This is an optimization exercise on Yosys and OpenROAD, whose aim is small area, not a production implementation. Function was checked by simulation only, so behaviour that the tests miss may differ from the original. Power is estimated from default activity; no workload was simulated.

==> design.v <==
module ook_rx (
    input  wire        clk,
    input  wire        rst_n,
    input  wire        ev_valid,
    input  wire [31:0] now_us,
    output wire        busy,
    input  wire [7:0]  tol_pct,
    output reg         pub_valid,
    output reg  [31:0] rx_seq,        
    output reg  [32:0] pub_code,
    output reg  [5:0]  pub_bitlen,
    output reg         pub_p2,
    output reg  [31:0] pub_time,
    output reg  [28:0] pub_unit
);
    localparam integer NSLOT = 66;
    localparam integer SW    = 16;
    localparam [3:0] S_IDLE  = 4'd0,
                     S_MUL   = 4'd1,      
                     S_DIV   = 4'd2,      
                     S_INS   = 4'd3,      
                     S_UD2   = 4'd4,      
                     S_DWAIT = 4'd5,
                     S_NZ    = 4'd6,
                     S_PUB   = 4'd7,
                     S_CAP1  = 4'd8,      
                     S_CAP2  = 4'd9,      
                     S_CAP3  = 4'd10;     
    reg [3:0]  state;
    reg [31:0] last_ts;
    reg [6:0]  change_count;
    reg        repeat_count;
    reg [31:0] t0;            
    reg [36:0] xd;            
    reg [3:0]  mdly;          
    reg [1:0]  mcy;           
    reg [28:0] ud;            
    reg [4:0]  urem;          
    reg [28:0] rem;
    reg        fex;           
    reg [10:0] quo;
    reg [5:0]  cnt;
    reg        pp;            
    reg        nz1, nz2;      
    reg        seq_cy;        
    reg        g_gap;         
    reg        g_near;        
    reg [NSLOT*SW-1:0] ring;
    reg [6:0]  ptr;           
    assign busy = (state != S_IDLE);
    wire [31:0] d;
    wire [32:0] gap_e;        
    ook_rca #(32) u_d   (.a(xd[31:0]), .b(~last_ts), .ci(1'b1), .s(d), .co());
    ook_rca #(33) u_gap (.a({1'b0, xd[31:0]}), .b(~{1'b0, t0}), .ci(1'b1), .s(gap_e), .co());
    wire        gap_near = (!gap_e[32] && (gap_e[31:8] == 24'd0) && (gap_e[7:0] <= 8'd200)) ||
                           ( gap_e[32] && (gap_e[31:8] == 24'hFFFFFF) && (gap_e[7:0] >= 8'd56));
    wire        is_gap   = g_gap;
    wire        is_rep   = g_gap && (change_count != 7'd0) && g_near;
    wire        confirm  = is_rep && repeat_count;
    wire [6:0]  cc_g    = is_gap ? 7'd0 : change_count;
    wire        cc_ovf  = (cc_g >= 7'd68);
    wire [6:0]  cc_new  = cc_ovf ? 7'd0 : cc_g;
    wire        rc_new  = cc_ovf ? 1'b0 : (is_rep | repeat_count);
    wire [2:0]  msum = {2'b0, xd[0]} + {2'b0, mdly[2]} + {2'b0, mdly[3]} + {1'b0, mcy};
    wire        ud_go  = ((state == S_MUL) && (cnt >= 6'd5)) || (state == S_UD2) ||
                         ((state == S_PUB) && (cnt != 6'd0));
    wire        by10   = (state == S_PUB) ? pub_p2 : pp;
    wire [5:0]  uv     = {urem, t0[31]};
    wire        uge    = by10 ? (uv >= 6'd10) : (uv >= 6'd31);
    wire [5:0]  uvs    = uv - (by10 ? 6'd10 : 6'd31);
    wire [38:0] mdiv  = {xd, 2'b00};
    wire        mbit  = mdiv[cnt[3:0]];
    wire [29:0] trial = {rem, mbit};
    wire [29:0] tsub;
    wire        ge;
    ook_rca #(30) u_div (.a(trial), .b(~{1'b0, ud}), .ci(1'b1), .s(tsub), .co(ge));
    wire [9:0]  fq    = quo[9:0];
    wire        fsat  = quo[10];
    wire [28:0] rem_nx = ge ? tsub[28:0] : trial[28:0];
    function [8:0] thr;
        input [9:0] f;
        input       ex;
        input [9:0] kk;
        reg   [10:0] t;
        begin
            if (f >= kk) t = {1'b0, f} - {1'b0, kk} + {10'd0, ~ex};
            else         t = {1'b0, kk} - {1'b0, f};
            thr = (t > 11'd255) ? 9'd256 : t[8:0];
        end
    endfunction
    wire [8:0]  th1 = fsat ? 9'd256 : thr(fq, fex, 10'd100);
    wire [8:0]  thu = fsat ? 9'd256 : thr(fq, fex, pp ? 10'd200 : 10'd300);
    wire [SW-1:0] head = ring[NSLOT*SW-1 -: SW];
    wire          a_big  = th1[8] | thu[8];
    wire [8:0]    a_v    = th1[8] ? thu : th1;
    wire [15:0]   a_code = a_big ? {3'b0, !th1[8], a_v[8:5], 3'b0, a_v[4:0]} : {th1[7:0], thu[7:0]};
    wire          h_sp   = (head[15:13] == 3'b0) && (head[7:5] == 3'b0);
    wire [8:0]    h_v    = {head[11:8], head[4:0]};
    wire [8:0]    a_t1   = h_sp ? (head[12] ? h_v : 9'd256) : {1'b0, head[15:8]};
    wire [8:0]    a_tu   = h_sp ? (head[12] ? 9'd256 : h_v) : {1'b0, head[7:0]};
    wire [8:0]  p_hi   = (a_t1 > thu) ? a_t1 : thu;   
    wire [8:0]  p_t1   = (a_tu > th1) ? a_tu : th1;   
    wire [8:0]  p_lo   = (p_t1 < p_hi) ? p_t1 : p_hi;
    wire [15:0] p_code = !p_hi[8]       ? {p_lo[7:0], p_hi[7:0]} :
                         !p_lo[8] && (p_lo[7:0] != 8'd255) ? {8'd255, p_lo[7:0]} :
                         {8'd254, 7'd0, p_lo[8]};
    wire [6:0]    ccm2     = change_count - 7'd2;
    wire [6:0]    ins_slot = {ccm2[6:1], pp};
    wire          ins_a    = !change_count[0];
    wire          ins_now  = (state == S_INS) && (ptr == ins_slot);
    always @(posedge clk)
        ring <= {ring[(NSLOT-1)*SW-1:0], ins_now ? (ins_a ? a_code : p_code) : head};
    wire [7:0]  h_a    = head[15:8];
    wire [7:0]  h_b    = head[7:0];
    wire        pge_a  = (tol_pct >= h_a);
    wire        pge_b  = (tol_pct >= h_b);
    wire        h_ord  = (h_a <= h_b);
    wire        h_b0   = h_ord && pge_b;
    wire        h_b1   = h_ord ? pge_a :
                         (h_a == 8'd255) ? pge_b : (!h_b[0] && (tol_pct == 8'd255));
    wire [6:0]  ccm1   = change_count - 7'd1;
    wire [5:0]  npairs = ccm1[6:1];
    wire        h_used = (ptr[6:1] < npairs);
    wire        nz1_n  = (h_used && !ptr[0]) ? (h_b0 ? nz1 : h_b1) : nz1;
    wire        nz2_n  = (h_used &&  ptr[0]) ? (h_b0 ? nz2 : h_b1) : nz2;
    wire        can_pub = (change_count >= 7'd8);
    always @(posedge clk) begin
        urem <= 5'd0;
        if (ud_go) begin
            t0   <= {t0[30:0], t0[31]};
            urem <= uge ? uvs[4:0] : uv[4:0];
            if (state != S_PUB)
                ud <= {ud[27:0], uge};
        end
        if (state == S_MUL) begin
            xd   <= {msum[0], xd[36:1]};
            mdly <= {mdly[2:0], xd[0]};
            mcy  <= msum[2:1];
        end
        rem <= (state == S_DIV && cnt[3] & cnt[1] & cnt[0]) ? {1'b0, xd[36:9]} : rem_nx;
        if (state == S_DIV) begin
            if (cnt[3] & cnt[1] & cnt[0]) begin          
                quo <= 11'd0;
            end else begin
                quo <= {quo[9:0], ge};
                fex <= (rem_nx == 29'd0);
            end
        end
        if (state == S_IDLE)
            xd <= {5'd0, now_us};
        if (state == S_CAP1)
            xd <= {5'd0, d};
        if (state == S_CAP2) begin
            g_gap  <= (xd[31:0] > 32'd5000);
            g_near <= gap_near;
        end
        if (state == S_CAP3) begin
            mdly <= 4'd0;
            mcy  <= 2'd0;
            if (!confirm && cc_new == 7'd0)
                t0 <= xd[31:0];
        end
        if ((state == S_NZ || state == S_PUB) && ptr == 7'd65 &&
            (state == S_PUB || !(can_pub && (nz1_n || nz2_n))))
            t0 <= xd[31:0];
    end
    always @(posedge clk) begin
        if (!rst_n) begin
            state        <= S_IDLE;
            last_ts      <= 32'd0;
            change_count <= 7'd0;
            repeat_count <= 1'b0;
            ptr          <= 7'd0;
            pub_valid    <= 1'b0;
            pub_code     <= 33'd0;
            pub_bitlen   <= 6'd0;
            pub_p2       <= 1'b0;
            pub_time     <= 32'd0;
            pub_unit     <= 29'd0;
            rx_seq       <= 32'd0;
        end else begin
            pub_valid <= 1'b0;
            ptr <= (ptr == 7'd65) ? 7'd0 : ptr + 7'd1;
            if (cnt != 6'd0)
                cnt <= cnt - 6'd1;
            case (state)
                S_IDLE: begin
                    if (ev_valid)
                        state <= S_CAP1;
                end
                S_CAP1: begin
                    last_ts <= xd[31:0];
                    state   <= S_CAP2;
                end
                S_CAP2: state <= S_CAP3;
                S_CAP3: begin
                    begin
                        state   <= S_IDLE;
                        pp      <= 1'b0;
                        cnt     <= 6'd36;
                        if (confirm) begin
                            repeat_count <= 1'b0;
                            state        <= S_DWAIT;
                        end else begin
                            repeat_count <= rc_new;
                            change_count <= cc_new + 7'd1;
                            if (cc_new != 7'd0 && cc_new != 7'd67)
                                state <= S_MUL;
                        end
                    end
                end
                S_MUL: begin
                    if (cnt == 6'd0) begin
                        cnt   <= 6'd11;
                        state <= S_DIV;
                    end
                end
                S_UD2: begin
                    if (cnt == 6'd0) begin
                        cnt   <= 6'd11;
                        state <= S_DIV;
                    end
                end
                S_DIV: begin
                    if (cnt == 6'd0)
                        state <= S_INS;
                end
                S_INS: begin
                    if (ins_now) begin
                        pp    <= 1'b1;
                        cnt   <= 6'd31;
                        state <= pp ? S_IDLE : S_UD2;
                    end
                end
                S_DWAIT: begin
                    nz1 <= 1'b0;
                    nz2 <= 1'b0;
                    if (ptr == 7'd65)
                        state <= S_NZ;
                end
                S_NZ: begin
                    nz1 <= nz1_n;
                    nz2 <= nz2_n;
                    if (ptr == 7'd65) begin
                        if (can_pub && (nz1_n || nz2_n)) begin
                            pub_valid  <= 1'b1;
                            pub_p2     <= !nz1_n;
                            pub_code   <= 33'd0;
                            pub_bitlen <= npairs;
                            pub_time   <= last_ts;
                            seq_cy     <= 1'b1;
                            cnt        <= 6'd32;
                            state      <= S_PUB;
                        end else begin
                            change_count <= 7'd1;
                            state        <= S_IDLE;
                        end
                    end
                end
                S_PUB: begin
                    if (cnt != 6'd0) begin
                        pub_unit <= {pub_unit[27:0], uge};
                        rx_seq   <= {rx_seq[0] ^ seq_cy, rx_seq[31:1]};
                        seq_cy   <= rx_seq[0] & seq_cy;
                    end
                    if (h_used && (ptr[0] == pub_p2))
                        pub_code <= h_b0 ? {pub_code[31:0], 1'b0} :
                                    h_b1 ? {pub_code[31:0], 1'b1} : 33'd0;
                    if (ptr == 7'd65) begin
                        change_count <= 7'd1;
                        state        <= S_IDLE;
                    end
                end
                default: state <= S_IDLE;
            endcase
        end
    end
endmodule
module ook_rca #(parameter integer W = 8) (
    input  wire [W-1:0] a,
    input  wire [W-1:0] b,
    input  wire         ci,
    output wire [W-1:0] s,
    output wire         co
);
    wire [W:0] c;
    assign c[0] = ci;
    genvar i;
    generate
        for (i = 0; i < W; i = i + 1) begin : g_bit
            assign s[i]   = a[i] ^ b[i] ^ c[i];
            assign c[i+1] = (a[i] & b[i]) | (c[i] & (a[i] ^ b[i]));
        end
    endgenerate
    assign co = c[W];
endmodule
module ook_codec (
    input  wire        clk,
    input  wire        rst_n,
    input  wire [3:0]  reg_addr,      
    input  wire        reg_wr,
    input  wire        reg_rd,
    input  wire [31:0] reg_wdata,
    output reg  [31:0] reg_rdata,
    input  wire [31:0] now_us,
    input  wire        edge_valid,
    output wire        pin_dir,
    output wire        pin_out,
    output wire        edge_en,
    output reg         pin_release
);
    localparam [3:0] A_CMD = 4'h0, A_STATUS = 4'h1, A_TX_CODE = 4'h2, A_TX_CFG = 4'h3,
                     A_TX_PULSE = 4'h4, A_RX_TOL = 4'h5, A_RX_CODE_LO = 4'h6,
                     A_RX_CODE_HI = 4'h7, A_RX_META = 4'h8, A_RX_UNIT = 4'h9,
                     A_RX_TIME = 4'hA, A_RX_SEQ = 4'hB, A_WAVE_HIGH = 4'hC,
                     A_WAVE_LOW = 4'hD;
    localparam [1:0] M_OFF = 2'd0, M_TX = 2'd1, M_RX = 2'd2;
    localparam [3:0] E_OK = 4'd0, E_MODE_CONFLICT = 4'd1, E_NOT_ENABLED = 4'd2,
                     E_UNSUPPORTED = 4'd3, E_CODE_TOO_WIDE = 4'd4, E_INVALID = 4'd5,
                     E_BUSY = 4'd6, E_ILLEGAL = 4'd7;
    localparam [1:0] K_ONE = 2'd0, K_U = 2'd1, K_S = 2'd2;
    function [43:0] pmul_ops;
        input [15:0] p;
        input [1:0]  k;
        input        p2;
        reg   [21:0] x, y;
        begin
            x = {6'd0, p};
            y = 22'd0;
            case (k)
                K_U: begin
                    y = {5'd0, p, 1'b0};                  
                    if (p2) x = 22'd0;                    
                end
                K_S: begin
                    if (p2) begin
                        x = {3'd0, p, 3'd0};              
                        y = {5'd0, p, 1'b0};
                    end else begin
                        x = {1'b0, p, 5'd0};              
                        y = ~{6'd0, p};                   
                    end
                end
                default: ;
            endcase
            pmul_ops = {x, y};
        end
    endfunction
    reg [1:0]  mode;
    reg        busy;
    reg        busy_d;        
    reg        tx_abort;
    reg [3:0]  err;
    reg        rx_ovf;
    reg        rx_valid;
    reg [31:0] tx_code_r;
    reg [5:0]  cfg_width;
    reg [3:0]  cfg_proto;
    reg [7:0]  cfg_repeat;
    reg [15:0] cfg_pulse;
    reg [7:0]  tol_pct;
    reg [15:0] wave_pulse;
    reg        wave_p2;
    reg [1:0]  wave_kind;     
    reg [3:0]  raddr_q;
    reg [31:0] tx_code;
    reg [4:0]  tx_wm1;        
    reg        tx_p2;
    reg [15:0] tx_pulse;
    reg [7:0]  tx_rep_left;
    reg [4:0]  tx_bit;
    reg        tx_in_sync;
    reg        tx_low;
    reg [31:0] tx_seg_start;
    assign pin_dir = (mode == M_TX);
    assign edge_en = (mode == M_RX);
    assign pin_out = busy & ~tx_low;
    wire        rx_busy;
    wire        pub_valid;
    wire [31:0] rx_seq;
    wire [32:0] pub_code;
    wire [5:0]  pub_bitlen;
    wire        pub_p2;
    wire [31:0] pub_time;
    wire [28:0] pub_unit;
    wire        edge_cap = edge_valid && (mode == M_RX);
    ook_rx u_rx (
        .clk        (clk),
        .rst_n      (rst_n),
        .ev_valid   (edge_cap),
        .now_us     (now_us),
        .busy       (rx_busy),
        .tol_pct    (tol_pct),
        .pub_valid  (pub_valid),
        .rx_seq     (rx_seq),
        .pub_code   (pub_code),
        .pub_bitlen (pub_bitlen),
        .pub_p2     (pub_p2),
        .pub_time   (pub_time),
        .pub_unit   (pub_unit)
    );
    wire       cmd_wr  = reg_wr && (reg_addr == A_CMD);
    wire [7:0] opc     = reg_wdata[7:0];
    wire       illegal = (reg_wdata[31:8] != 24'd0) ||
                         !((opc <= 8'h06) || (opc == 8'h08) || (opc == 8'h09) || (opc == 8'h0A));
    wire       proto_ok = (cfg_proto == 4'd1) || (cfg_proto == 4'd2);
    wire       cfg_p2   = cfg_proto[1];
    wire       send_width_bad = (cfg_width == 6'd0) || (cfg_width > 6'd32);
    wire [31:0] wide_mask     = ~32'd0 << cfg_width[4:0];
    wire       send_too_wide  = !cfg_width[5] && ((tx_code_r & wide_mask) != 32'd0);
    wire       cur_bit = tx_code[tx_bit];
    reg  [1:0] cur_k;
    always @(*) begin
        if (tx_in_sync)
            cur_k = tx_low ? K_S : K_ONE;
        else if (cur_bit ^ tx_low)
            cur_k = K_U;
        else
            cur_k = K_ONE;
    end
    wire [43:0] cur_ops = pmul_ops(tx_pulse, cur_k, tx_p2);
    wire [21:0] cur_dur;
    wire [21:0] el_lo;        
    wire        el_co;        
    wire        dur_met;
    ook_rca #(22) u_cur (.a(cur_ops[43:22]), .b(cur_ops[21:0]), .ci(cur_k == K_S && !tx_p2),
                         .s(cur_dur), .co());
    ook_rca #(22) u_el  (.a(now_us[21:0]), .b(~tx_seg_start[21:0]), .ci(1'b1), .s(el_lo), .co(el_co));
    ook_rca #(22) u_cmp (.a(el_lo), .b(~cur_dur), .ci(1'b1), .s(), .co(dur_met));
    wire [9:0]  start_hi1 = tx_seg_start[31:22] + 10'd1;
    wire        el_hi_nz  = el_co ? (now_us[31:22] != tx_seg_start[31:22]) : (now_us[31:22] != start_hi1);
    wire        seg_done = busy && (el_hi_nz || dur_met);
    reg  [1:0]  wave_k;
    always @(*) begin
        if (!raddr_q[0])                        
            wave_k = (wave_kind == 2'd1) ? K_U : K_ONE;
        else                                    
            wave_k = (wave_kind == 2'd0) ? K_U : (wave_kind == 2'd1) ? K_ONE : K_S;
    end
    wire [43:0] wave_ops = pmul_ops(wave_pulse, wave_k, wave_p2);
    wire [21:0] wave_val;
    ook_rca #(22) u_wave (.a(wave_ops[43:22]), .b(wave_ops[21:0]), .ci(wave_k == K_S && !wave_p2),
                          .s(wave_val), .co());
    always @(*) begin
        case (raddr_q)
            A_STATUS:     reg_rdata = {22'd0, rx_valid, rx_ovf, err, tx_abort, busy_d, mode};
            A_TX_CODE:    reg_rdata = tx_code_r;
            A_TX_CFG:     reg_rdata = {8'd0, cfg_repeat, 4'd0, cfg_proto, 2'd0, cfg_width};
            A_TX_PULSE:   reg_rdata = {16'd0, cfg_pulse};
            A_RX_TOL:     reg_rdata = {24'd0, tol_pct};
            A_RX_CODE_LO: reg_rdata = pub_code[31:0];
            A_RX_CODE_HI: reg_rdata = {31'd0, pub_code[32]};
            A_RX_META:    reg_rdata = {22'd0, rx_valid & pub_p2, rx_valid & ~pub_p2, 2'd0, pub_bitlen};
            A_RX_UNIT:    reg_rdata = {3'd0, pub_unit};
            A_RX_TIME:    reg_rdata = pub_time;
            A_RX_SEQ:     reg_rdata = rx_seq;
            A_WAVE_HIGH,
            A_WAVE_LOW:   reg_rdata = {10'd0, wave_val};
            default:      reg_rdata = 32'd0;
        endcase
    end
    always @(posedge clk) begin
        raddr_q <= reg_addr;
        busy_d  <= busy;
    end
    always @(posedge clk) begin
        if (!rst_n) begin
            mode         <= M_OFF;
            busy         <= 1'b0;
            tx_abort     <= 1'b0;
            err          <= E_OK;
            rx_ovf       <= 1'b0;
            rx_valid     <= 1'b0;
            tx_code_r    <= 32'd0;
            cfg_width    <= 6'd24;
            cfg_proto    <= 4'd1;
            cfg_repeat   <= 8'd10;
            cfg_pulse    <= 16'd350;
            tol_pct      <= 8'd20;
            wave_pulse   <= 16'd0;
            wave_p2      <= 1'b0;
            wave_kind    <= 2'd0;
            pin_release  <= 1'b0;
        end else begin
            pin_release <= 1'b0;
            if (seg_done) begin
                tx_seg_start <= now_us;
                if (!tx_low) begin
                    tx_low <= 1'b1;
                end else if (!tx_in_sync) begin
                    tx_low <= 1'b0;
                    if (tx_bit == 5'd0)
                        tx_in_sync <= 1'b1;
                    else
                        tx_bit <= tx_bit - 5'd1;
                end else if (tx_rep_left == 8'd1) begin
                    busy   <= 1'b0;
                    tx_low <= 1'b0;
                end else begin
                    tx_low      <= 1'b0;
                    tx_in_sync  <= 1'b0;
                    tx_bit      <= tx_wm1;
                    tx_rep_left <= tx_rep_left - 8'd1;
                end
            end
            if (edge_cap && rx_busy)
                rx_ovf <= 1'b1;
            if (pub_valid)
                rx_valid <= 1'b1;
            if (reg_wr) begin
                case (reg_addr)
                    A_TX_CODE:  tx_code_r <= reg_wdata;
                    A_TX_CFG: begin
                        cfg_width  <= reg_wdata[5:0];
                        cfg_proto  <= reg_wdata[11:8];
                        cfg_repeat <= reg_wdata[23:16];
                    end
                    A_TX_PULSE: cfg_pulse <= reg_wdata[15:0];
                    A_RX_TOL:   tol_pct   <= reg_wdata[7:0];
                    default: ;
                endcase
            end
            if (cmd_wr) begin
                if (illegal) begin
                    err <= E_ILLEGAL;
                end else begin
                    case (opc[3:0])
                        4'h0: err <= E_OK;
                        4'h1: begin
                            if (mode == M_RX)
                                err <= E_MODE_CONFLICT;
                            else begin
                                mode <= M_TX;
                                err  <= E_OK;
                            end
                        end
                        4'h2: begin
                            if (mode == M_TX) begin
                                if (busy) begin
                                    busy     <= 1'b0;
                                    tx_abort <= 1'b1;
                                    tx_low   <= 1'b0;
                                end
                                mode <= M_OFF;
                            end
                            err <= E_OK;
                        end
                        4'h3: begin
                            if (mode == M_TX)
                                err <= E_MODE_CONFLICT;
                            else begin
                                mode   <= M_RX;
                                rx_ovf <= 1'b0;
                                err    <= E_OK;
                            end
                        end
                        4'h4: begin
                            if (mode == M_RX)
                                mode <= M_OFF;
                            err <= E_OK;
                        end
                        4'h5: begin
                            if (busy)
                                err <= E_BUSY;
                            else if (mode != M_TX)
                                err <= E_NOT_ENABLED;
                            else if (send_width_bad || cfg_pulse == 16'd0)
                                err <= E_INVALID;
                            else if (!proto_ok)
                                err <= E_UNSUPPORTED;
                            else if (send_too_wide)
                                err <= E_CODE_TOO_WIDE;
                            else begin
                                tx_code      <= tx_code_r;
                                tx_wm1       <= cfg_width[4:0] - 5'd1;
                                tx_p2        <= cfg_p2;
                                tx_pulse     <= cfg_pulse;
                                tx_abort     <= 1'b0;
                                tx_low       <= 1'b0;
                                tx_in_sync   <= 1'b0;
                                tx_bit       <= cfg_width[4:0] - 5'd1;
                                tx_rep_left  <= cfg_repeat;
                                tx_seg_start <= now_us;
                                busy         <= (cfg_repeat != 8'd0);
                                err          <= E_OK;
                            end
                        end
                        4'h6: begin
                            if (mode == M_TX && busy) begin
                                busy     <= 1'b0;
                                tx_abort <= 1'b1;
                                tx_low   <= 1'b0;
                            end
                            mode        <= M_OFF;
                            pin_release <= 1'b1;
                            err         <= E_OK;
                        end
                        default: begin
                            if (cfg_pulse == 16'd0)
                                err <= E_INVALID;
                            else if (!proto_ok)
                                err <= E_UNSUPPORTED;
                            else begin
                                wave_pulse <= cfg_pulse;
                                wave_p2    <= cfg_p2;
                                wave_kind  <= opc[1:0];
                                err        <= E_OK;
                            end
                        end
                    endcase
                end
            end
        end
    end
endmodule
==> flow/run.sh <==
#!/bin/bash
# The standard layout (standard.sh, all steps), with clock tree synthesis run
# without dummy loads. The make output goes to standard.log in the work folder;
# each ORFS step keeps its own log under orfs/logs/.
set -euo pipefail
export CTS_ARGS="-sink_clustering_enable -repair_clock_nets -buf_list sky130_fd_sc_hd__clkbuf_8 -sink_clustering_size 16 -sink_clustering_max_diameter 50 -dont_use_dummy_load"
bash standard.sh > standard.log 2>&1
==> standard.sh <==
#!/bin/bash
# synth_recipe.tcl (not shown) runs the flow's synth.tcl, then flattens the netlist and writes it again
# the make line also repeats each setting of config.mk as NAME=value (left out here)
make -C /OpenROAD-flow-scripts/flow DESIGN_CONFIG=/design/flow/config.mk WORK_HOME=/design/flow/orfs CLKGATE_MAP_FILE= SYNTH_SCRIPT=/design/flow/synth_recipe.tcl "${@:-finish}"
==> config.mk <==
export PLATFORM = sky130hd
export DESIGN_NAME = ook_codec
export DESIGN_NICKNAME = ook_codec
export VERILOG_FILES = /design/flow/design.v
export SDC_FILE = /design/flow/constraint.sdc
export NUM_CORES = 4
export LEC_CHECK = 0
export ABC_AREA = 1
export CAP_MARGIN = 20
export CORE_MARGIN = 2
export CORE_UTILIZATION = 45
export CTS_BUF_LIST = sky130_fd_sc_hd__clkbuf_8
export CTS_CLUSTER_DIAMETER = 50
export CTS_CLUSTER_SIZE = 16
export GPL_ROUTABILITY_DRIVEN = 1
export PLACE_DENSITY = 0.6
export SLEW_MARGIN = 20
==> constraint.sdc <==
create_clock -name core_clock -period 20.0 [get_ports {clk}]
set_input_delay 4.0000 -clock core_clock [delete_from_list [all_inputs] [get_ports {clk}]]
set_output_delay 4.0000 -clock core_clock [all_outputs]
set_load 0.01 [all_outputs]
==> impl_results.md, run 1 <==
- Fmax: 59.1 MHz
- GP Congestion: 0.957
- Die extent in y: 353 µm
- Yosys top cell area share: 52.1%
- Tmin final: 16.93 ns
- Slack of the critical path: 3.07 ns
- Tcrit/Tclk final: 84.6%
- Combinational share of power: 7.8%
- Mapped Cells: 5261
- Vias in the first global route: 34600
- Worst clock skew: 0.108 ns
- Crit path top cell by count: fa_1
- FF/Latch Area: 0.0341 mm²
- Count of final setup violators: 0
- Sequential cell fraction of total power: 61.8%
- Reg clk slew, reported paths: 0.09 ns
- Hold WS: 0.274 ns
- CP max stage delay: 0.56 ns
- IO buf count: 107
- Multi-input gate area in the final layout: 0.0178 mm²
- Routed Wire Length: 131 mm
- Congestion Overflow GR: 0
- NetSw: 1.27 mW
- RSZ-0062 raised after global routing: false
- Most used DFF post-synth: dfxtp_1
- P&R area growth vs syn: 8.77%
- Seq cells post-synth: 1612
- Final non-filler cell total: 6992
- Fin. max-slew vios: 0
- # hold bufs at CTS: 0
- Setup Buffers After CTS: 0
- Sum Neg Setup Slack: 0 ns
- Ranking of synthesized cells by area: dfxtp_1, edfxtp_1, fa_1, o21ai_0, nand2_1
- Worst hold start: u_rx.ring[595]
- Crit Path Category: flip-flop to flip-flop
- Syn nets: 5619
- DRC: 0
- Num CTS Buffers: 151
- Outcome: complete, no violations
- Routed Antenna Nets: 0
- Fill count: 11200
- Hold Fails Final Rpt: 0
- P_leak: 23.9 nW
- Clock sinks: 1612
- Die W: 353 µm
- Cts repair resizes: 0
- Worst EP arrival: 17.56 ns
- VDD IR max: 0.0765 mV
- CORE AREA: 0.121 mm²
- # rows: 128
- Inst Count DP: 6836
- Synthesized area per cell: 10.4 µm²
- Async S/R FF share, synth: 0%
- Setup crit start: u_rx.cnt[0]
- Share of cells above drive strength 1: 4.64%
- Iteration-0 DRC Markers: 2973
- Initial Util: 45.2%
- Switching share of power: 23.5%
- Worst EP required: 20.64 ns
- Placed cell area: 0.0575 mm²
- Clock Tree Buf Depth: 3
- Number of synthesized flops with an enable pin: 186
- Final core utilization: 49.2%
- Worst skew pair latency: 0.89 ns
- Worst r2r src: u_rx.cnt[0]
- Max-cap violations: 0
- Yosys Warn Count: 2
- Initial antenna violation count: 6
- Seq/Total Area, Yosys: 62.3%
- Nets: 5723
- Int Pwr: 4.16 mW
- CP bufs+invs: 5
- Area of the mapped netlist: 0.0548 mm²
- Pin count of the biggest net entering global routing: 161
- Worst-path maximum fanout: 32
- Worst path top cell family by delay: adder cells
- Setup WS pre-CTS: 2.92 ns
- TritonCTS clock tree: done
- Fin area: 0.0596 mm²
- Via density: 5.22
- HP Class: flip-flop to flip-flop
- Io pins: 109
- CTS H-tree depth: 4
- Pwr Total: 5.43 mW
- WL/cell: 18.7 µm
- Hpwl dp: 92.3 mm
- Crit-path slowest cell: edfxtp_1
- Vias post-DR: 36500
- Distinct cell type count after synthesis: 70
- Tot GR Track Use: 20.9%
- Post-synth top area cell: dfxtp_1
- CTS Root Cell: clkbuf_8
- Worst Tran Pin Value: 1.01 ns
- CP startpoint kind: flip-flop
- Clk pwr share: 30.4%
- PD cells: 91.1 mW/mm²
- Drt pass-1 iters: 5
- Die Area: 0.125 mm²
- CP endpoint kind: flip-flop
- Slew margin rel.: 31.2%
- First-pass GRT wire length: 202 mm
-- power groups by stage --
| stage | combinational (mW) | clock, mW | sequential (mW) |
|---|---|---|---|
| after floorplan | 0.315 | 0 | 3.41 |
| after global placement | 0.415 | 0 | 3.43 |
| after detailed placement | 0.427 | 0 | 3.43 |
| after CTS | 0.428 | 1.72 | 3.36 |
| after global routing | 0.497 | 1.84 | 3.36 |
| final | 0.424 | 1.65 | 3.36 |
-- synthesized netlist by cell type (5+ instances only) --
| library cell | n |
|---|---|
| dfxtp_1 | 1426 |
| o21ai_0 | 608 |
| nand2_1 | 581 |
| inv_1 | 549 |
| nor2_1 | 417 |
| a21oi_1 | 355 |
| edfxtp_1 | 186 |
| clkbuf_1 | 180 |
| fa_1 | 154 |
| nand3_1 | 140 |
| ha_1 | 131 |
| a221oi_1 | 52 |
| nand4_1 | 47 |
| o22ai_1 | 41 |
| xor2_1 | 37 |
| nor3_1 | 36 |
| o221ai_1 | 36 |
| a211oi_1 | 30 |
| nor4_1 | 29 |
| a22oi_1 | 24 |
| xnor2_1 | 19 |
| o2111ai_1 | 18 |
| o211ai_1 | 13 |
| or2_2 | 13 |
| a31oi_1 | 11 |
| o21ai_1 | 10 |
| clkinv_1 | 9 |
| inv_2 | 8 |
| o31ai_1 | 8 |
| buf_1 | 7 |
| a2111oi_0 | 5 |
| a311oi_1 | 5 |
| o21a_1 | 5 |
-- per-layer routing --
| layer | vias to the layer above | GRT usage, % | part of all wire [%] |
|---|---|---|---|
| li1 | 17600 | - | - |
| met1 | 17300 | 28.4 | 44 |
| met2 | 1257 | 32.5 | 44 |
| met3 | 268 | 3.89 | 7.1 |
| met4 | 0 | 9.51 | 4.3 |
| met5 | - | 0 | 0 |
-- cells in the final DEF (no fill, tap or decap), drive strengths merged, types with 37 or more instances in the layout --
master | synthesis | routed
fa | 154 | 154
inv | 557 | 557
clkbuf | 180 | 151
nand2 | 586 | 586
ha | 131 | 131
a221oi | 52 | 52
nand4 | 47 | 47
nor2 | 419 | 419
edfxtp | 186 | 186
buf | 15 | 40
xor2 | 37 | 37
o22ai | 41 | 41
dfxtp | 1426 | 1426
clkdlybuf4s50 | 0 | 106
a21oi | 357 | 357
nand3 | 143 | 143
o21ai | 621 | 621
-- sequential cells by signal, indices dropped and copies added, names as in the netlist, 29 cells and up --
signal         flops
u_rx.rx_seq       32
u_rx.pub_code     33
tx_seg_start      32
u_rx.pub_time     32
u_rx.t0           32
u_rx.ud           29
u_rx.xd           37
tx_code_r         32
u_rx.rem          29
u_rx.last_ts      32
u_rx.ring       1056
u_rx.pub_unit     29
tx_code           32
-- final timing paths --
path	to	slack (ns)	cells after the start
worst max-delay path	u_rx.fex	3.07	44
worst min-delay path	u_rx.ring[611]	0.27	0
worst max register to register	u_rx.fex	3.07	44
worst min register to register	u_rx.ring[611]	0.27	0
-- layout make-up --
| type | count | share of cell area, % |
|---|---|---|
| sequential | 1612 | 57.3 |
| multi-input combinational | 2887 | 29.9 |
| inverter | 567 | 3.58 |
| clock buffer | 151 | 3.49 |
| tap | 1625 | 3.41 |
| timing repair buffer | 146 | 2.34 |
| antenna | 4 | 0.0168 |
-- kinds of logic (layout without fill, tap and decap cells) --
kind of cell	count (synthesis)	after routing	synth area share [%]
xor+xnor	56	56	0.895
mux	5	5	0.0936
buf+inv	762	864	5.31
other cells	0	4	0
simple gates	1286	1286	9.80
fa+ha+maj	285	285	8.62
compound gates	1255	1255	13.0
flops	1612	1612	62.3
==> run 2: changes to the inputs <==
==> config.mk (replaced) <==
export PLATFORM = sky130hd
export DESIGN_NAME = ook_codec
export DESIGN_NICKNAME = ook_codec
export VERILOG_FILES = /design/flow/design.v
export SDC_FILE = /design/flow/constraint.sdc
export NUM_CORES = 4
export LEC_CHECK = 0
export ABC_AREA = 1
export CAP_MARGIN = 20
export CORE_MARGIN = 2
export CORE_UTILIZATION = 60
export GPL_ROUTABILITY_DRIVEN = 1
export PLACE_DENSITY = 0.85
export SLEW_MARGIN = 20
==> run 2 against run 1 <==
Against the previous run: routed wire length down 2.2%; clock power down 4%; core utilization up 16 points; largest power group unchanged; highest routed layer is now met5; hold slack better by 0.0031 ns; maximum frequency down 1.2%; first-iteration DRC count up 34%; via count up 2.1%; cell count down 6.6%; die area down 25%; critical path depth unchanged; final area down 1.3%.
==> impl_results.md, run 2 <==
- Yosys top cell area share: 52.1% (unchanged)
- Iteration-0 DRC Markers: 3997 (was 2973)
- Vias post-DR: 37200 (was 36500)
- Crit-path slowest cell: nand2_1 (was edfxtp_1)
- CP startpoint kind: flip-flop (unchanged)
- Routed Antenna Nets: 0 (unchanged)
- # rows: 110 (was 128)
- Num CTS Buffers: 139 (was 151)
- Worst clock skew: 0.0867 ns (was 0.108 ns)
- Outcome: complete, no violations (unchanged)
- TritonCTS clock tree: done (unchanged)
- Drt pass-1 iters: 6 (was 5)
- Int Pwr: 4.11 mW (was 4.16 mW)
- Worst Tran Pin Value: 1.09 ns (was 1.01 ns)
- Nets: 5709 (was 5723)
- Congestion Overflow GR: 0 (unchanged)
- Worst EP arrival: 17.74 ns (was 17.56 ns)
- Top reg by flops: u_rx.ring (unchanged)
- P&R area growth vs syn: 7.40% (was 8.77%)
- Via density: 5.70 (was 5.22)
- Inst Count DP: 6385 (was 6836)
- Mapped Cells: 5261 (unchanged)
- Die Area: 0.0938 mm² (was 0.125 mm²)
- Hpwl dp: 90.1 mm (was 92.3 mm)
- Setup Buffers After CTS: 0 (unchanged)
- Reg2reg path depth: 44 (unchanged)
- Fin. max-slew vios: 0 (unchanged)
- Io pins: 109 (unchanged)
- Number of synthesized flops with an enable pin: 186 (unchanged)
- Worst skew pair latency: 0.84 ns (was 0.89 ns)
- Hold Fails Final Rpt: 0 (unchanged)
- Synth top cells by count: dfxtp_1, o21ai_0, nand2_1 (unchanged)
- CP endpoint kind: flip-flop (unchanged)
- Max-cap violations: 0 (unchanged)
- Worst-path maximum fanout: 31 (was 32)
- Switching share of power: 23.5% (about the same)
- Pin count of the biggest net entering global routing: 235 (was 161)
- Post-synth top area cell: dfxtp_1 (unchanged)
- Combinational share of power: 8.1% (was 7.8%)
- IO buf count: 107 (unchanged)
- Synthesized area per cell: 10.4 µm² (unchanged)
- GP Congestion: 1.01 (was 0.957)
- CTS H-tree depth: 4 (unchanged)
- Area of the mapped netlist: 0.0548 mm² (unchanged)
- Count of final setup violators: 0 (unchanged)
- Seq/Total Area, Yosys: 62.3% (unchanged)
- Clock sinks: 1612 (unchanged)
- CTS Root Cell: clkbuf_8 (unchanged)
- Tmin final: 17.13 ns (was 16.93 ns)
- Cts repair resizes: 0 (unchanged)
- Final non-filler cell total: 6529 (was 6992)
- Routed Wire Length: 128 mm (was 131 mm)
- Most frequent cells in the layout: dfxtp_1, o21ai_0, nand2_1 (unchanged)
- Commonest non-fill, non-tap cell in the layout: dfxtp_1 (unchanged)
- Fmax: 58.4 MHz (was 59.1 MHz)
- NetSw: 1.26 mW (was 1.27 mW)
- Crit path top cell by count: fa_1 (unchanged)
- Clock Tree Buf Depth: 3 (unchanged)
- Biggest regs: u_rx.ring x1056, u_rx.xd x37, u_rx.pub_code x33 (unchanged)
- Distinct cell type count after synthesis: 70 (unchanged)
- Share of cells above drive strength 1: 4.34% (was 4.64%)
- Tcrit/Tclk final: 85.7% (was 84.6%)
- Vias in the first global route: 35600 (was 34600)
- PD cells: 91.2 mW/mm² (was 91.1 mW/mm²)
- WHS Path Cells: 0 (unchanged)
- P_leak: 23.8 nW (was 23.9 nW)
- Max reg flops: 1056 (unchanged)
- Initial Util: 60.7% (was 45.2%)
- Most used DFF post-synth: dfxtp_1 (unchanged)
- WL/cell: 19.6 µm (was 18.7 µm)
- Ranking of synthesized cells by area: dfxtp_1, edfxtp_1, fa_1, o21ai_0, nand2_1 (unchanged)
- Tot GR Track Use: 27.1% (was 20.9%)
- Slack of the critical path: 2.87 ns (was 3.07 ns)
- Worst EP required: 20.61 ns (was 20.64 ns)
- First-pass GRT wire length: 198 mm (was 202 mm)
- Die extent in y: 306 µm (was 353 µm)
- Setup WS pre-CTS: 2.77 ns (was 2.92 ns)
- Sum Neg Setup Slack: 0 ns (unchanged)
- Clk pwr share: 29.4% (was 30.4%)
- Top-count cell post-synth: dfxtp_1 (unchanged)
- Seq cells post-synth: 1612 (unchanged)
- Initial antenna violation count: 4 (was 6)
- CP max stage delay: 0.62 ns (was 0.56 ns)
- # hold bufs at CTS: 0 (unchanged)
- Reg clk slew, reported paths: 0.09 ns (about the same)
- Worst reg-to-reg setup slack: 2.87 ns (was 3.07 ns)
- CORE AREA: 0.0903 mm² (was 0.121 mm²)
- Async S/R FF share, synth: 0% (unchanged)
- Slew margin rel.: 27.2% (was 31.2%)
- Sequential cell fraction of total power: 62.5% (was 61.8%)
- HP Class: flip-flop to flip-flop (unchanged)
- DRC: 0 (unchanged)
- Syn nets: 5619 (unchanged)
- Crit Path Category: flip-flop to flip-flop (unchanged)
- VDD IR max: 0.0840 mV (was 0.0765 mV)
- Yosys Warn Count: 2 (unchanged)
- RSZ-0062 raised after global routing: false (unchanged)
- Die W: 306 µm (was 353 µm)
[run 2: cell count changes in the layout (fill, tap and decap cells not counted), sizes merged]
cell	delta
clkbuf	-12
buf	-2
[run 2: path summary, 6_finish.rpt]
kind                    end           start
max                u_rx.fex     u_rx.cnt[0]
min          u_rx.ring[635]  u_rx.ring[619]
max reg2reg        u_rx.fex     u_rx.cnt[0]
min reg2reg  u_rx.ring[635]  u_rx.ring[619]
[run 2: power by group through the flow]
stage / Sequential, mW / Clock [mW] / Combinational [mW]
global route: 3.36 / 1.73 / 0.500
floorplan: 3.41 / 0 / 0.315
global placement: 3.43 / 0 / 0.405
detailed placement: 3.43 / 0 / 0.431
CTS: 3.35 / 1.61 / 0.432
finish: 3.36 / 1.58 / 0.434
[run 2: stage by stage]
stage | power [mW] | cell area [µm²] | hold WS (ns) | util (%)
2_1_floorplan | 3.73 | 54800 | 0.310 | -
3_3_place_gp | 3.83 | 56900 | 0.310 | 63.0
3_5_place_dp | 3.86 | 56900 | 0.312 | 63.0
4_1_cts | 5.40 | 58800 | 0.279 | 65.2
5_1_grt | 5.59 | 58900 | 0.271 | 65.2
6_report | 5.37 | 58900 | 0.277 | 65.2
[run 2: layout make-up]
class / instances / area, µm²
clock buffer: 139 / 1910
antenna: 4 / 10.0
multi-input combinational: 2887 / 17800
sequential: 1612 / 34100
inverter: 567 / 2130
fill: 6827 / 31400
tap: 1176 / 1470
timing repair buffer: 144 / 1380
[run 2: cell families (layout without fill, tap and decap cells)]
family	count (synthesis)	after routing	synth area share, %
mux	5	5	0.0936
other cells	0	4	0
fa+ha+maj	285	285	8.62
buf+inv	762	850	5.31
compound gates	1255	1255	13.0
flops	1612	1612	62.3
simple gates	1286	1286	9.80
xor+xnor	56	56	0.895
[run 2: per-layer routing]
layer	vias to the layer above	track usage [%]	share of wire, %
met4	4	13.6	5.1
met3	356	5.50	9.4
met2	1754	41.7	44
met5	-	0	0.012
li1	17600	-	-
met1	17500	36.7	41
[run 2: worst max-delay path, delay by kind of cell, from the launching register on]
kind	cells	cell delay, ns
simple gates	4	1.45
flops	1	0.57
buf+inv	5	1.00
compound gates	6	1.09
fa+ha+maj	29	12.82
==> run 3: changes to the inputs <==
==> flow/run.sh (replaced) <==
#!/bin/bash
# The standard layout (standard.sh, all steps), with clock tree synthesis run
# without dummy loads. The make output goes to standard.log in the work folder;
# each ORFS step keeps its own log under orfs/logs/.
set -euo pipefail
export CTS_ARGS="-sink_clustering_enable -repair_clock_nets -buf_list sky130_fd_sc_hd__clkbuf_8 -sink_clustering_size 20 -sink_clustering_max_diameter 55 -dont_use_dummy_load"
bash standard.sh > standard.log 2>&1
--- a/config.mk
+++ b/config.mk
@@ -8,7 +8,10 @@
 export ABC_AREA = 1
 export CAP_MARGIN = 20
 export CORE_MARGIN = 2
-export CORE_UTILIZATION = 60
+export CORE_UTILIZATION = 45
+export CTS_BUF_LIST = sky130_fd_sc_hd__clkbuf_8
+export CTS_CLUSTER_DIAMETER = 50
+export CTS_CLUSTER_SIZE = 16
 export GPL_ROUTABILITY_DRIVEN = 1
-export PLACE_DENSITY = 0.85
+export PLACE_DENSITY = 0.6
 export SLEW_MARGIN = 20
==> run 3 against run 2 <==
Against the previous run: non-clock buffer count up 2; core utilization down 16 points; sequential power is essentially flat; cell count grew 6.8%; clock skew is 0.019 ns higher; synthesized area did not move; final area rose by 0.78%; flip-flop and latch count stayed put; register-to-register slack improved by 0.27 ns; largest power group unchanged; global-route usage down 6.3 points; largest cell class unchanged.
==> impl_results.md, run 3 <==
- Post-synth top area cell: dfxtp_1 (unchanged)
- CORE AREA: 0.121 mm² (was 0.0903 mm²)
- Routed Antenna Nets: 0 (unchanged)
- Crit path top cell by count: fa_1 (unchanged)
- Slew margin rel.: 35.1% (was 27.2%)
- Worst hold start: u_rx.ring[404] (was u_rx.ring[619])
- Tmin final: 16.86 ns (was 17.13 ns)
- CP endpoint kind: flip-flop (unchanged)
- Worst clock skew: 0.105 ns (was 0.0867 ns)
- Top reg by flops: u_rx.ring (unchanged)
- # rows: 128 (was 110)
- Seq/Total Area, Yosys: 62.3% (unchanged)
- GP Congestion: 0.957 (was 1.01)
- Outcome: complete, no violations (unchanged)
- Congestion Overflow GR: 0 (unchanged)
- Yosys top cell area share: 52.1% (unchanged)
- Iteration-0 DRC Markers: 3145 (was 3997)
- Top-count cell post-synth: dfxtp_1 (unchanged)
- TritonCTS clock tree: done (unchanged)
- Distinct cell type count after synthesis: 70 (unchanged)
- Hpwl dp: 92.3 mm (was 90.1 mm)
- Most frequent cells in the layout: dfxtp_1, o21ai_0, nand2_1 (unchanged)
- CTS H-tree depth: 4 (unchanged)
- Syn nets: 5619 (unchanged)
- Crit-path slowest cell: edfxtp_1 (was nand2_1)
- Worst skew pair latency: 0.86 ns (was 0.84 ns)
- Worst EP required: 20.63 ns (was 20.61 ns)
- Yosys Warn Count: 2 (unchanged)
- Clock Tree Buf Depth: 3 (unchanged)
- Hold Fails Final Rpt: 0 (unchanged)
- Nets: 5702 (was 5709)
- Fmax: 59.3 MHz (was 58.4 MHz)
- PD cells: 89.6 mW/mm² (was 91.2 mW/mm²)
- Fin. max-slew vios: 0 (unchanged)
- Vias post-DR: 36300 (was 37200)
- Max reg flops: 1056 (unchanged)
- Worst EP arrival: 17.49 ns (was 17.74 ns)
- IO buf count: 107 (unchanged)
- Worst r2r src: u_rx.cnt[0] (unchanged)
- Mapped Cells: 5261 (unchanged)
- Reg clk slew, reported paths: 0.11 ns (was 0.09 ns)
- Die Area: 0.125 mm² (was 0.0938 mm²)
- CP startpoint kind: flip-flop (unchanged)
- VDD IR max: 0.0756 mV (was 0.0840 mV)
- Biggest regs: u_rx.ring x1056, u_rx.xd x37, u_rx.pub_code x33 (unchanged)
- Worst reg-to-reg setup slack: 3.14 ns (was 2.87 ns)
- DRC: 0 (unchanged)
- Synth top cells by count: dfxtp_1, o21ai_0, nand2_1 (unchanged)
- WL/cell: 18.7 µm (was 19.6 µm)
- Worst-path maximum fanout: 32 (was 31)
- P&R area growth vs syn: 8.24% (was 7.40%)
- Seq cells post-synth: 1612 (unchanged)
- Most used DFF post-synth: dfxtp_1 (unchanged)
- Via density: 5.20 (was 5.70)
- Io pins: 109 (unchanged)
- Number of synthesized flops with an enable pin: 186 (unchanged)
- Ranking of synthesized cells by area: dfxtp_1, edfxtp_1, fa_1, o21ai_0, nand2_1 (unchanged)
- Synthesized area per cell: 10.4 µm² (unchanged)
- Crit Path Category: flip-flop to flip-flop (unchanged)
- Reg2reg path depth: 44 (unchanged)
- Vias in the first global route: 34400 (was 35600)
- # hold bufs at CTS: 0 (unchanged)
- Setup Buffers After CTS: 0 (unchanged)
- CP max stage delay: 0.56 ns (was 0.62 ns)
- Drt pass-1 iters: 6 (unchanged)
- Hold worst-path end: u_rx.ring[420] (was u_rx.ring[635])
- Fill count: 11200 (was 6827)
- Pin count of the biggest net entering global routing: 161 (was 235)
- Placed cell area: 0.0575 mm² (was 0.0569 mm²)
- Tot GR Track Use: 20.8% (was 27.1%)
- Initial Util: 45.2% (was 60.7%)
- WHS Path Cells: 0 (unchanged)
- Die W: 353 µm (was 306 µm)
- Clock sinks: 1612 (unchanged)
- Sum Neg Setup Slack: 0 ns (unchanged)
- Die extent in y: 353 µm (was 306 µm)
- R2r endpoint: u_rx.fex (unchanged)
- HP Class: flip-flop to flip-flop (unchanged)
- Initial antenna violation count: 4 (unchanged)
- P_leak: 23.7 nW (was 23.8 nW)
- Share of cells above drive strength 1: 4.27% (was 4.34%)
- CTS Root Cell: clkbuf_8 (unchanged)
- Num CTS Buffers: 130 (was 139)
- RSZ-0062 raised after global routing: false (unchanged)
- Count of final setup violators: 0 (unchanged)
- Commonest non-fill, non-tap cell in the layout: dfxtp_1 (unchanged)
- Area of the mapped netlist: 0.0548 mm² (unchanged)
- Tcrit/Tclk final: 84.3% (was 85.7%)
- Max-cap violations: 0 (unchanged)
- Fin area: 0.0593 mm² (was 0.0589 mm²)
- Routed Wire Length: 130 mm (was 128 mm)
- Cts repair resizes: 0 (unchanged)
- Worst Tran Pin Value: 0.948 ns (was 1.09 ns)
- Async S/R FF share, synth: 0% (unchanged)
- First-pass GRT wire length: 202 mm (was 198 mm)
run 3: cell types whose count changed in the layout (fill, tap and decap cells not counted), sizes merged:
cell    change
clkbuf      -9
buf         +2
diode       -1
run 3: kinds of logic (layout without fill, tap and decap cells):
kind of cell | after synthesis | count (layout) | synth area share, %
XOR/XNOR | 56 | 56 | 0.895
AND/OR/NAND/NOR | 1286 | 1286 | 9.80
flip-flops | 1612 | 1612 | 62.3
adder cells (fa/ha/maj) | 285 | 285 | 8.62
multiplexers | 5 | 5 | 0.0936
buffers and inverters | 762 | 843 | 5.31
AO/OA/AOI/OAI | 1255 | 1255 | 13.0
other | 0 | 3 | 0
run 3: area by class of cell:
cell class / count / area (µm²) / share of cell area, %
Tap cell: 1625 / 2030 / 3.43
Inverter: 567 / 2130 / 3.60
Sequential cell: 1612 / 34100 / 57.5
Antenna cell: 3 / 7.51 / 0.0127
Clock buffer: 130 / 1790 / 3.02
Timing Repair Buffer: 146 / 1390 / 2.35
Multi-Input combinational cell: 2887 / 17800 / 30.1
run 3: routing by layer:
metal | global-route usage (%) | vias to the layer above | part of all wire (%)
met5 | 0 | - | 0
met4 | 9.77 | 0 | 4.5
met3 | 4.05 | 267 | 6.5
met2 | 32.2 | 1151 | 44
met1 | 28.2 | 17300 | 45
li1 | - | 17600 | -
run 3: worst max-delay path by stage:
stage                           start       end  slack, ns  cells past startpoint
final                     u_rx.cnt[0]  u_rx.fex       3.14                     44
after global routing      u_rx.cnt[0]  u_rx.fex       2.04                     44
after floorplan           u_rx.cnt[0]  u_rx.fex       4.36                     46
after global placement    u_rx.cnt[0]  u_rx.fex       2.99                     44
after CTS                 u_rx.cnt[0]  u_rx.fex       2.94                     44
after detailed placement  u_rx.cnt[0]  u_rx.fex       2.92                     44
run 3: report_power, final:
group          internal, mW  switching [mW]
registers              3.32          0.0393
clock network         0.582           0.956
logic                 0.168           0.254
run 3: worst max-delay path: cells and delay by family, from the launching register on:
kind,cells,cell delay (ns)
flops,1,0.56
fa+ha+maj,29,12.84
compound gates,6,1.06
simple gates,4,1.27
buf+inv,5,0.95
run 3: per-stage QoR:
stage	util [%]	hold slack, ns	total power [mW]	setup slack (ns)	instances
after global routing	48.9	0.259	5.57	2.04	6969
after floorplan	-	0.310	3.73	4.36	5261
after detailed placement	47.4	0.312	3.85	2.92	6836
after CTS	48.9	0.259	5.39	2.94	6966
after global placement	47.4	0.310	3.84	2.99	6835
final	48.9	0.256	5.32	3.14	6970
==> run 4: changes to the inputs <==
--- a/design.v
+++ b/design.v
@@ -11,7 +11,15 @@
     output reg  [5:0]  pub_bitlen,
     output reg         pub_p2,
     output reg  [31:0] pub_time,
-    output reg  [28:0] pub_unit
+    output reg  [28:0] pub_unit,
+    input  wire        tx_start_ld,   
+    input  wire        tx_code_ld,    
+    input  wire [31:0] tx_code_in,
+    output wire [31:0] tx_start,
+    output wire [31:0] tx_code,
+    input  wire        txs_we,        
+    input  wire [36:0] txs_d,
+    output wire [36:0] txs
 );
     localparam integer NSLOT = 66;
     localparam integer SW    = 16;
@@ -34,7 +42,7 @@
     reg [36:0] xd;            
     reg [3:0]  mdly;          
     reg [1:0]  mcy;           
-    reg [28:0] ud;            
+    reg [31:0] ud;            
     reg [4:0]  urem;          
     reg [28:0] rem;
     reg        fex;           
@@ -47,7 +55,10 @@
     reg        g_near;        
     reg [NSLOT*SW-1:0] ring;
     reg [6:0]  ptr;           
-    assign busy = (state != S_IDLE);
+    assign busy     = (state != S_IDLE);
+    assign tx_start = xd[31:0];
+    assign tx_code  = ud;
+    assign txs      = {rem, quo[7:0]};
     wire [31:0] d;
     wire [32:0] gap_e;        
     ook_rca #(32) u_d   (.a(xd[31:0]), .b(~last_ts), .ci(1'b1), .s(d), .co());
@@ -73,7 +84,7 @@
     wire [29:0] trial = {rem, mbit};
     wire [29:0] tsub;
     wire        ge;
-    ook_rca #(30) u_div (.a(trial), .b(~{1'b0, ud}), .ci(1'b1), .s(tsub), .co(ge));
+    ook_rca #(30) u_div (.a(trial), .b(~{1'b0, ud[28:0]}), .ci(1'b1), .s(tsub), .co(ge));
     wire [9:0]  fq    = quo[9:0];
     wire        fsat  = quo[10];
     wire [28:0] rem_nx = ge ? tsub[28:0] : trial[28:0];
@@ -130,24 +141,30 @@
             t0   <= {t0[30:0], t0[31]};
             urem <= uge ? uvs[4:0] : uv[4:0];
             if (state != S_PUB)
-                ud <= {ud[27:0], uge};
+                ud <= {ud[30:0], uge};
         end
         if (state == S_MUL) begin
             xd   <= {msum[0], xd[36:1]};
             mdly <= {mdly[2:0], xd[0]};
             mcy  <= msum[2:1];
         end
-        rem <= (state == S_DIV && cnt[3] & cnt[1] & cnt[0]) ? {1'b0, xd[36:9]} : rem_nx;
         if (state == S_DIV) begin
             if (cnt[3] & cnt[1] & cnt[0]) begin          
+                rem <= {1'b0, xd[36:9]};
                 quo <= 11'd0;
             end else begin
+                rem <= rem_nx;
                 quo <= {quo[9:0], ge};
                 fex <= (rem_nx == 29'd0);
             end
+        end else if (txs_we) begin
+            rem      <= txs_d[36:8];
+            quo[7:0] <= txs_d[7:0];
         end
-        if (state == S_IDLE)
+        if (state == S_IDLE && (ev_valid || tx_start_ld))
             xd <= {5'd0, now_us};
+        if (tx_code_ld)
+            ud <= tx_code_in;
         if (state == S_CAP1)
             xd <= {5'd0, d};
         if (state == S_CAP2) begin
@@ -363,15 +380,16 @@
     reg        wave_p2;
     reg [1:0]  wave_kind;     
     reg [3:0]  raddr_q;
-    reg [31:0] tx_code;
-    reg [4:0]  tx_wm1;        
-    reg        tx_p2;
-    reg [15:0] tx_pulse;
-    reg [7:0]  tx_rep_left;
-    reg [4:0]  tx_bit;
-    reg        tx_in_sync;
-    reg        tx_low;
-    reg [31:0] tx_seg_start;
+    wire [36:0] txs;
+    wire [4:0]  tx_wm1      = txs[36:32];    
+    wire [7:0]  tx_rep_left = txs[31:24];
+    wire [15:0] tx_pulse    = txs[23:8];
+    wire        tx_p2       = txs[7];
+    wire [4:0]  tx_bit      = txs[6:2];
+    wire        tx_in_sync  = txs[1];
+    wire        tx_low      = txs[0];
+    reg  [36:0] txs_d;
+    wire        txs_we;
     assign pin_dir = (mode == M_TX);
     assign edge_en = (mode == M_RX);
     assign pin_out = busy & ~tx_low;
@@ -384,6 +402,10 @@
     wire [31:0] pub_time;
     wire [28:0] pub_unit;
     wire        edge_cap = edge_valid && (mode == M_RX);
+    wire [31:0] tx_seg_start;
+    wire [31:0] tx_code;
+    wire        tx_start_ld;
+    wire        tx_code_ld;
     ook_rx u_rx (
         .clk        (clk),
         .rst_n      (rst_n),
@@ -397,7 +419,15 @@
         .pub_bitlen (pub_bitlen),
         .pub_p2     (pub_p2),
         .pub_time   (pub_time),
-        .pub_unit   (pub_unit)
+        .pub_unit   (pub_unit),
+        .tx_start_ld(tx_start_ld),
+        .tx_code_ld (tx_code_ld),
+        .tx_code_in (tx_code_r),
+        .tx_start   (tx_seg_start),
+        .tx_code    (tx_code),
+        .txs_we     (txs_we),
+        .txs_d      (txs_d),
+        .txs        (txs)
     );
     wire       cmd_wr  = reg_wr && (reg_addr == A_CMD);
     wire [7:0] opc     = reg_wdata[7:0];
@@ -430,6 +460,31 @@
     wire [9:0]  start_hi1 = tx_seg_start[31:22] + 10'd1;
     wire        el_hi_nz  = el_co ? (now_us[31:22] != tx_seg_start[31:22]) : (now_us[31:22] != start_hi1);
     wire        seg_done = busy && (el_hi_nz || dur_met);
+    wire        send_ok  = cmd_wr && !illegal && (opc[3:0] == 4'h5) && !busy && (mode == M_TX) &&
+                           !send_width_bad && (cfg_pulse != 16'd0) && proto_ok && !send_too_wide;
+    assign tx_code_ld  = send_ok;
+    assign tx_start_ld = send_ok || seg_done;
+    assign txs_we      = send_ok || seg_done;
+    always @(*) begin
+        txs_d = txs;
+        if (send_ok) begin
+            txs_d = {cfg_width[4:0] - 5'd1, cfg_repeat, cfg_pulse, cfg_p2,
+                     cfg_width[4:0] - 5'd1, 1'b0, 1'b0};
+        end else if (!tx_low) begin
+            txs_d[0] = 1'b1;
+        end else if (!tx_in_sync) begin
+            txs_d[0] = 1'b0;
+            if (tx_bit == 5'd0)
+                txs_d[1] = 1'b1;
+            else
+                txs_d[6:2] = tx_bit - 5'd1;
+        end else begin
+            txs_d[0]     = 1'b0;
+            txs_d[1]     = 1'b0;
+            txs_d[6:2]   = tx_wm1;
+            txs_d[31:24] = tx_rep_left - 8'd1;
+        end
+    end
     reg  [1:0]  wave_k;
     always @(*) begin
         if (!raddr_q[0])                        
@@ -483,26 +538,8 @@
             pin_release  <= 1'b0;
         end else begin
             pin_release <= 1'b0;
-            if (seg_done) begin
-                tx_seg_start <= now_us;
-                if (!tx_low) begin
-                    tx_low <= 1'b1;
-                end else if (!tx_in_sync) begin
-                    tx_low <= 1'b0;
-                    if (tx_bit == 5'd0)
-                        tx_in_sync <= 1'b1;
-                    else
-                        tx_bit <= tx_bit - 5'd1;
-                end else if (tx_rep_left == 8'd1) begin
-                    busy   <= 1'b0;
-                    tx_low <= 1'b0;
-                end else begin
-                    tx_low      <= 1'b0;
-                    tx_in_sync  <= 1'b0;
-                    tx_bit      <= tx_wm1;
-                    tx_rep_left <= tx_rep_left - 8'd1;
-                end
-            end
+            if (seg_done && tx_low && tx_in_sync && tx_rep_left == 8'd1)
+                busy <= 1'b0;                        
             if (edge_cap && rx_busy)
                 rx_ovf <= 1'b1;
             if (pub_valid)
@@ -539,7 +576,6 @@
                                 if (busy) begin
                                     busy     <= 1'b0;
                                     tx_abort <= 1'b1;
-                                    tx_low   <= 1'b0;
                                 end
                                 mode <= M_OFF;
                             end
@@ -571,17 +607,8 @@
                             else if (send_too_wide)
                                 err <= E_CODE_TOO_WIDE;
                             else begin
-                                tx_code      <= tx_code_r;
-                                tx_wm1       <= cfg_width[4:0] - 5'd1;
-                                tx_p2        <= cfg_p2;
-                                tx_pulse     <= cfg_pulse;
                                 tx_abort     <= 1'b0;
-                                tx_low       <= 1'b0;
-                                tx_in_sync   <= 1'b0;
-                                tx_bit       <= cfg_width[4:0] - 5'd1;
-                                tx_rep_left  <= cfg_repeat;
-                                tx_seg_start <= now_us;
-                                busy         <= (cfg_repeat != 8'd0);
+                                                busy         <= (cfg_repeat != 8'd0);
                                 err          <= E_OK;
                             end
                         end
@@ -589,7 +616,6 @@
                             if (mode == M_TX && busy) begin
                                 busy     <= 1'b0;
                                 tx_abort <= 1'b1;
-                                tx_low   <= 1'b0;
                             end
                             mode        <= M_OFF;
                             pin_release <= 1'b1;
==> flow/run.sh (replaced) <==
#!/bin/bash
# The standard layout (standard.sh, all steps), with clock tree synthesis run
# without dummy loads. The make output goes to standard.log in the work folder;
# each ORFS step keeps its own log under orfs/logs/.
set -euo pipefail
export CTS_ARGS="-sink_clustering_enable -repair_clock_nets -buf_list sky130_fd_sc_hd__clkbuf_8 -sink_clustering_size 16 -sink_clustering_max_diameter 50 -dont_use_dummy_load"
bash standard.sh > standard.log 2>&1
==> config.mk (replaced) <==
export PLATFORM = sky130hd
export DESIGN_NAME = ook_codec
export DESIGN_NICKNAME = ook_codec
export VERILOG_FILES = /design/flow/design.v
export SDC_FILE = /design/flow/constraint.sdc
export NUM_CORES = 4
export LEC_CHECK = 0
export ABC_AREA = 1
export CAP_MARGIN = 20
export CORE_MARGIN = 2
export CORE_UTILIZATION = 60
export GPL_ROUTABILITY_DRIVEN = 1
export GPL_TIMING_DRIVEN = 0
export PLACE_DENSITY = 0.85
export SLEW_MARGIN = 20
==> run 4 against run 3 <==
Against the previous run: non-clock buffer count up 164; power down 10%; critical endpoint is now u_rx.xd[24]; first-iteration DRC count up 48%; still clean on timing, DRC and antenna; global-route usage up 12 points; flip-flop and latch count down 98; maximum frequency up 3.7%; synthesized cell count down 0.57%; core utilization up 17 points; register-to-register slack better by 0.77 ns; final area down 3.9%; highest routed layer is now met5; largest cell class unchanged; clock skew up 0.0077 ns.
==> impl_results.md, run 4 <==
- VDD IR max: 0.0778 mV (was 0.0756 mV)
- Hpwl dp: 113 mm (was 92.3 mm)
- DRC: 0 (unchanged)
- CORE AREA: 0.0868 mm² (was 0.121 mm²)
- CP startpoint kind: input port (was flip-flop)
- CTS H-tree depth: 4 (unchanged)
- Ranking of synthesized cells by area: dfxtp_1, edfxtp_1, o21ai_0, fa_1, nand2_1 (was dfxtp_1, edfxtp_1, fa_1, o21ai_0, nand2_1)
- Number of synthesized flops with an enable pin: 117 (was 186)
- Top reg by flops: u_rx.ring (unchanged)
- Drt pass-1 iters: 9 (was 6)
- GRT busiest layer: met2 (unchanged)
- Inst Count DP: 6495 (was 6836)
- CP endpoint kind: flip-flop (unchanged)
- Outcome: complete, no violations (unchanged)
- Routed Antenna Nets: 0 (unchanged)
- Worst EP arrival: 16.82 ns (was 17.49 ns)
- Setup Buffers After CTS: 0 (unchanged)
- Nets: 5844 (was 5702)
- Vias post-DR: 38700 (was 36300)
- Routed Wire Length: 150 mm (was 130 mm)
- Pin count of the biggest net entering global routing: 33 (was 161)
- CTS Root Cell: clkbuf_8 (unchanged)
- Final non-filler cell total: 6636 (was 6970)
- P&R area growth vs syn: 8.59% (was 8.24%)
- Iteration-0 DRC Markers: 4655 (was 3145)
- Initial Util: 60.5% (was 45.2%)
- Crit path top cell by count: fa_1 (unchanged)
- Die Area: 0.0899 mm² (was 0.125 mm²)
- Yosys top cell area share: 53.3% (was 52.1%)
- Die W: 300 µm (was 353 µm)
- Yosys Warn Count: 2 (unchanged)
- Tcrit/Tclk final: 81.3% (was 84.3%)
- Tot GR Track Use: 33.3% (was 20.8%)
- CP max stage delay: 0.54 ns (was 0.56 ns)
- Synth top cells by count: dfxtp_1, o21ai_0, nand2_1 (unchanged)
- Crit-path slowest cell: nand3_2 (was edfxtp_1)
- Reg2reg path depth: 48 (was 44)
- Cts repair resizes: 0 (unchanged)
- Clock Tree Buf Depth: 3 (unchanged)
- Vias in the first global route: 37500 (was 34400)
- IO buf count: 107 (unchanged)
- Clock sinks: 1514 (was 1612)
- P_leak: 22.6 nW (was 23.7 nW)
- Share of cells above drive strength 1: 4.11% (was 4.27%)
- Seq cells post-synth: 1514 (was 1612)
- Seq/Total Area, Yosys: 60.0% (was 62.3%)
- Biggest regs: u_rx.ring x1056, u_rx.xd x37, u_rx.pub_code x33 (unchanged)
- Num CTS Buffers: 139 (was 130)
- Hold WS: 0.281 ns (was 0.256 ns)
- GP Congestion: 1.04 (was 0.957)
- Mapped Cells: 5231 (was 5261)
- WHS Path Cells: 0 (unchanged)
- Count of final setup violators: 0 (unchanged)
- Initial antenna violation count: 6 (was 4)
- Most frequent cells in the layout: dfxtp_1, o21ai_0, nand2_1 (unchanged)
- Async S/R FF share, synth: 0% (unchanged)
- Worst-path maximum fanout: 19 (was 32)
- PD cells: 83.5 mW/mm² (was 89.6 mW/mm²)
- Fin. max-slew vios: 0 (unchanged)
- Sum Neg Setup Slack: 0 ns (unchanged)
- Worst skew pair latency: 0.85 ns (was 0.86 ns)
- Distinct cell type count after synthesis: 70 (unchanged)
- GR met3 Demand/Resource: 8.46% (was 4.05%)
- Fmax: 61.5 MHz (was 59.3 MHz)
- M2 GR Usage: 50.2% (was 32.2%)
- Worst clock skew: 0.113 ns (was 0.105 ns)
- TritonCTS clock tree: done (unchanged)
- # hold bufs at CTS: 0 (unchanged)
- # rows: 108 (was 128)
- Max reg flops: 1056 (unchanged)
- Worst EP required: 20.56 ns (was 20.63 ns)
- Tmin final: 16.26 ns (was 16.86 ns)
- Slew margin rel.: 14.2% (was 35.1%)
- Congestion Overflow GR: 0 (unchanged)
- Via density: 5.83 (was 5.20)
- WL/cell: 22.6 µm (was 18.7 µm)
- Die extent in y: 300 µm (was 353 µm)
- Io pins: 109 (unchanged)
- Syn nets: 5594 (was 5619)
- Crit Path Category: input port to flip-flop (was flip-flop to flip-flop)
- Post-synth top area cell: dfxtp_1 (unchanged)
- RSZ-0062 raised after global routing: false (unchanged)
- Max-cap violations: 0 (unchanged)
- Reg clk slew, reported paths: 0.09 ns (was 0.11 ns)
- First-pass GRT wire length: 226 mm (was 202 mm)
- Area of the mapped netlist: 0.0525 mm² (was 0.0548 mm²)
- Synthesized area per cell: 10.0 µm² (was 10.4 µm²)
- Most used DFF post-synth: dfxtp_1 (unchanged)
- Commonest non-fill, non-tap cell in the layout: dfxtp_1 (unchanged)
- Worst Tran Pin Value: 1.28 ns (was 0.948 ns)
- GRT met1 Usage: 45.0% (was 28.2%)
- HP Class: flip-flop to flip-flop (unchanged)
- Hold Fails Final Rpt: 0 (unchanged)
- Top-count cell post-synth: dfxtp_1 (unchanged)
-- run 4: changes by cell type after synthesis, sizes merged, moves of 16 or more --
| cell | before | now |
|---|---|---|
| edfxtp | 186 | 117 |
| o22ai | 41 | 74 |
| dfxtp | 1426 | 1397 |
| or2 | 14 | 42 |
| o221ai | 36 | 9 |
| o21ai | 621 | 640 |
| a211oi | 30 | 47 |
| inv | 557 | 573 |
-- run 4: logic make-up after synthesis --
| group | count (synthesis) | share of synthesized area, % |
|---|---|---|
| AO/OA/AOI/OAI | 1279 | 13.8 |
| buffers and inverters | 786 | 5.64 |
| XOR/XNOR | 54 | 0.901 |
| flip-flops | 1514 | 60.0 |
| multiplexers | 3 | 0.0572 |
| adder cells (fa/ha/maj) | 290 | 9.11 |
| AND/OR/NAND/NOR | 1305 | 10.6 |
-- run 4: power by group --
group,leakage (nW),internal [mW],switching [mW]
registers,12.3,3.05,0.0104
clock network,0.999,0.619,0.932
logic,9.27,0.0502,0.0957
-- run 4: worst paths after layout --
| check | startpoint | endpoint | slack (ns) |
|---|---|---|---|
| setup / recovery | now_us[0] | u_rx.xd[24] | 3.74 |
| setup reg to reg | u_rx.quo[2] | u_rx.xd[24] | 3.91 |
| hold reg to reg | u_rx.ring[400] | u_rx.ring[416] | 0.28 |
| hold / removal | u_rx.ring[400] | u_rx.ring[416] | 0.28 |
-- run 4: final cells by class --
type / instances / area, µm²
tap: 1155 / 1450
multi-input combinational: 2931 / 18100
buffer: 201 / 766
sequential: 1514 / 31500
inverter: 585 / 2200
fill: 6882 / 29700
clock buffer: 139 / 1910
antenna: 2 / 5.00
timing repair buffer: 109 / 1100
-- run 4: routing by layer --
layer,share of wire [%],vias up
met3,11,424
met1,41,18300
met2,43,2147
li1,-,17800
met5,0.0060,-
met4,5.0,2
-- run 4: worst max-delay path, delay by kind of cell --
kind,cells,cell delay [ns]
and+or+nand+nor,12,3.04
buffers and inverters,6,1.53
xor gates and xnor gates,1,0.16
adders and majority gates,22,8.04
-- run 4: metrics by stage --
stage | setup WS, ns | util [%] | area, µm² | total power [mW]
floorplan | 4.78 | - | 52500 | 3.21
global placement | 2.30 | 63.4 | 55000 | 3.27
detailed placement | 3.09 | 63.5 | 55100 | 3.28
CTS | 3.95 | 65.7 | 57000 | 4.78
global route | 3.34 | 65.7 | 57000 | 4.90
finish | 3.74 | 65.7 | 57000 | 4.76

-- re-timing with driven ports --
In the flow no input, the clock included, has a driving cell. The finished layouts below were timed again as built, in two steps.
Step 1 assumes that a clkbuf_16 drives the clock port and a buf_2 every other input.
Step 2 also shifts input and output timing later by t, the mid clock arrival at the registers, as if the neighbouring blocks saw the same clock.
a / b / c = no drivers / after step 1 / after step 2; a / b = the first two.
| run | t, ns | slack for setup (ns) | worst data-port slew with drivers (ns) |
|---|---|---|---|
| run 1 | 0.907 | 3.072 / 3.072 / 3.072 | 0.06 |
| run 2 | 0.859 | 2.865 / 2.865 / 2.865 | 0.07 |
| run 3 | 0.881 | 3.140 / 3.140 / 3.140 | 0.06 |
| run 4 | 0.864 | 3.741 / 3.783 / 2.920 | 0.13 |
After both steps setup and hold are still met in every run listed. The setup slack of run 4, which loses most, moves by +0.042 ns with the drivers and by -0.821 ns with both steps.
